From an optimization exercise on the open Yosys and OpenROAD flow, aimed at a short achievable clock period and few clock cycles; shortcuts taken in it are not production practice. In this exercise RTL edits were held to simulation tests only and were not proved equivalent to the original. No activity file was given, so power comes from the tool's default toggle rates.

Setup of 06-17:
## il_core
module il_core (
    input  wire        clk,
    input  wire        rst,
    input  wire        start,
    input  wire [15:0] prog_len,
    output wire        busy,
    output wire [15:0] acc,
    output wire [15:0] last_line,
    output wire [4:0]  esp,
    output wire [4:0]  csp,
    output wire        prog_valid,
    output wire [15:0] prog_addr,
    input  wire        prog_ready,
    input  wire [15:0] prog_word,
    input  wire [15:0] prog_opr,
    output wire        mem_valid,
    output wire        mem_we,
    output wire [1:0]  mem_region,
    output wire [4:0]  mem_slot,
    output wire [15:0] mem_wdata,
    input  wire        mem_ready,
    input  wire [15:0] mem_rdata
);
Size in the first run: ~1400 flip-flops.
clock: 8.0 ns
lec_check: 0
cap_margin: 20
core_margin: 2
core_utilization: 40
setup_slack_margin: 5.0
slew_margin: 20
run.sh (not shown) runs the stock make flow with config.mk's settings and CLKGATE_MAP_FILE= SYNTH_SCRIPT=/design/flow/synth_recipe.tcl, a recipe that flattens the netlist after the stock synthesis.
Testbench counts of 06-17, summed over its fixed seeds: cycles 54,913.
Here is what was changed in the inputs of 12-15 compared with 06-17.
--- a/flow/design.v
+++ b/flow/design.v
@@ -143,31 +143,32 @@
     wire e_kld   = e_kind[0];
     wire e_kopen = e_kind[1];
     wire e_kstor = e_kind[2];
     wire e_ksr   = e_kind[3];
     wire e_kbin  = e_kind[4];
     wire e_kcls  = e_kind[5];
     wire e_kctrl = e_kind[6];
     reg  acc_nz;     
     wire e_stall = w_pend && e_nacc;
     wire e_run  = e_v && (e_ph == PH_RUN) && !e_stall;
     wire e_cm   = e_v && (e_ph == PH_CMEM);
     wire e_cond = acc_nz ^ e_n;
-    assign mem_valid  = m_req & (!e_ksr | (acc_nz ^ e_n)) & !(w_pend & e_nacc);
+    reg        mv_r;
+    reg [15:0] wd_r;
+    assign mem_valid  = mv_r;
     assign mem_we     = e_we;
     assign mem_region = e_region;
     assign mem_slot   = e_slot;
     wire   mhs        = mem_valid & mem_ready;
-    assign mem_wdata  = e_ksr ? {15'd0, (e_op == OP_SET)} :
-                        (e_region[1] ? (acc_r ^ {16{e_n}}) : {15'd0, acc_nz ^ e_n});
+    assign mem_wdata  = wd_r;
     wire [15:0] rdm   = {mem_rdata[15:1] & {15{e_region[1]}}, mem_rdata[0]};
     wire [15:0] rd_inv = rdm ^ {{15{e_rinv & e_region[1]}}, e_rinv};    
     wire [15:0] rd_bin = rdm ^ {16{e_n}};          
     wire [4:0]  top_op = estk_op[0];
     wire        top_n  = estk_n[0];
     wire [15:0] top_a  = estk_a[0];
     function [15:0] s16;
         input [16:0] x;
         s16 = x[15:0];
     endfunction
     function [16:0] add16;
         input [15:0] a;
@@ -455,24 +456,34 @@
                         ({16{c_port & p_tr & p_pop}} & ctop) |
                         {16{c_port & p_tr & !p_pop}} |
                         ({16{c_port & !p_tj & !p_tr}} & pa1) |
                         ({16{!c_port}} & pa_oth);
     reg [QD:0] qv_n;
     wire       q_pop  = e_accept && b_v;
     wire       q_push = hs_ok && p_toE && !(e_accept && !b_v);
     wire [QW-1:0] src = b_v ? q[0] : p_ent;    
     wire       c_to_cm = e_run && e_kcls && !c_disc && !c_empty && c_ldst;
     wire       m_req_nx = flush ? 1'b0 : c_to_cm ? acc_dec[7] :
                           e_accept ? (b_v ? q[0][QW-7] : (hs_ok && p_toE && p_memreq)) :
                           (m_req && !mhs);
+    wire       ksr_nx  = !c_to_cm && (e_accept ? src[3] : e_ksr);
+    wire       n_nx    = c_to_cm ? top_n : (e_accept ? src[13] : e_n);
+    wire       set_nx  = e_accept ? (src[11:7] == OP_SET) : (e_op == OP_SET);
+    wire       p_word  = (prog_opr[15:7] == 9'h0EA) || (prog_opr[15:7] == 9'h138);
+    wire       word_nx = c_to_cm ? acc_dec[6] :
+                         (e_accept ? (b_v ? q[0][64] : p_word) : e_region[1]);
+    wire       nacc_nx = e_accept ? src[QW-2] : e_nacc;
+    wire       mv_nx   = m_req_nx && (!ksr_nx || (nz_nx ^ n_nx)) && !(t_bin && nacc_nx);
+    wire [15:0] wd_nx  = ksr_nx ? {15'd0, set_nx} :
+                         (word_nx ? (acc_nx ^ {16{n_nx}}) : {15'd0, nz_nx ^ n_nx});
     always @(*) begin
         fmore_n = c_port ? p_more : f_oth;
         for (k = 0; k < QD; k = k + 1) begin
             if (q_pop && !q_push)      qv_n[k] = qv[k+1];
             else if (q_push && !q_pop) qv_n[k] = qv[k] | ((k == 0) ? 1'b1 : qv[k-1]);
             else                       qv_n[k] = qv[k];
         end
         qv_n[QD] = 1'b0;
         if (flush) qv_n = {(QD+1){1'b0}};
         e_v_n = e_v;
         if (e_accept) e_v_n = !flush && (b_v || (hs_ok && p_toE));
     end
@@ -535,24 +546,25 @@
     end
     always @(posedge clk) begin
         if (rst) begin
             busy_r <= 1'b0;
             pv     <= 1'b0;
             fmore  <= 1'b0;
             qv     <= {(QD+1){1'b0}};
             e_v    <= 1'b0;
             e_ph   <= PH_RUN;
             m_req  <= 1'b0;
             spec   <= 1'b0;
             redir  <= 1'b0;
+            mv_r   <= 1'b0;
             w_pend <= 1'b0;
             pa       <= 16'd0;
             e_slot   <= 5'd0;
             e_region <= 2'd0;
             acc_r  <= 16'd0;
             acc_nz <= 1'b0;
             esp_r  <= 5'd0;
             esp_z  <= 1'b1;
             esp_f  <= 1'b0;
             ed_z   <= 1'b1;
             ed_f   <= 1'b0;
             csp_r  <= 5'd0;
@@ -587,24 +599,26 @@
             redir <= flush ? fl_wait : (redir && !hs);
             if (x_e && e_sp) spec <= 1'b0;
             else if (hs_ok && p_sps) spec <= 1'b1;
             for (k = 0; k < QD; k = k + 1) begin
                 if (q_pop) begin
                     if (hs && qv[k] && !qv[k+1]) q[k] <= p_ent;
                     else if (k < QD - 1) q[k] <= q[k+1];
                 end else if (hs && !qv[k] && ((k == 0) || qv[k-1])) begin
                     q[k] <= p_ent;
                 end
             end
             m_req <= m_req_nx;
+            mv_r  <= mv_nx;
+            wd_r  <= wd_nx;
             if (e_accept) begin
                 e_ph <= PH_RUN;
                 {e_sp, e_nacc, e_fin, e_mod, e_we, e_rinv, e_memreq, e_slot, e_region, e_line1, e_vimm,
                  e_opr, e_c, e_n, e_i, e_op, e_kind} <= b_v ? q[0] : p_ent;
             end
             acc_r  <= acc_nx;
             acc_nz <= nz_nx;
             w_pend <= t_bin;
             w_op   <= e_op;
             w_b    <= rd_bin;
             if (e_v) begin
                 case (e_ph)
Findings:
Estimated wirelength of the detail-placed design up 4.7 mm in 12-15 wrt 06-17
Sort 12-15 and 06-17 by sequential portion of the cell area asc -> top: 06-17
Per the comparison of 12-15 with 06-17, layout buffer count excluding clock buffers lower, flip-flop and latch power went up by about 3%.
Diff 06-17 -> 12-15: number of rows in the core area shows an increase of about 0.6%, total global routing track utilization closely matched the old numbers, final sequential cell count grew by 17, design area went down, fraction of the mapped netlist area in adder cells was more or less identical.
Of 12-15 and 06-17, the higher post-synthesis instance area belongs to 12-15.
Max clock sink total across 12-15 and 06-17: 12-15
Taking 06-17 as the reference point, the detailed-routed wire length on met2 of 12-15 rises by 0.82%.
Testbench counts of 12-15, summed over its fixed seeds: cycles 54,913.

-- separate check: timing with driven ports --
The results above use ideal ports. As a check the final layouts listed here were re-extracted and re-timed, cells and wires unchanged. Step 1 sets driving cells, clkbuf_16 on the clock port and buf_2 on the other inputs (assumed; they add their load-dependent delay and slew). Step 2, shift: input delay + t, output delay - t, t = (earliest + latest rising clock arrival at the registers) / 2. This alone moves slack from input paths to output paths. Three values: ideal, step 1, step 2; two values: the first two.
| run | shift t [ns] | setup slack, ns | worst hold slack (ns) | worst setup path at the end | worst slew at a driven data input, ns |
|---|---|---|---|---|---|
| 06-17 | 0.908 | 3.945 / 3.945 / 3.205 | 0.440 / 0.440 / 0.440 | input to register | 0.09 |
| 12-15 | 0.938 | 3.708 / 3.708 / 2.884 | 0.426 / 0.426 / 0.426 | input to register | 0.12 |
After both steps setup and hold are still met in every run listed. For 12-15, which loses most, drivers alone change the setup slack by 0.000 ns; drivers and shift together by -0.824 ns.
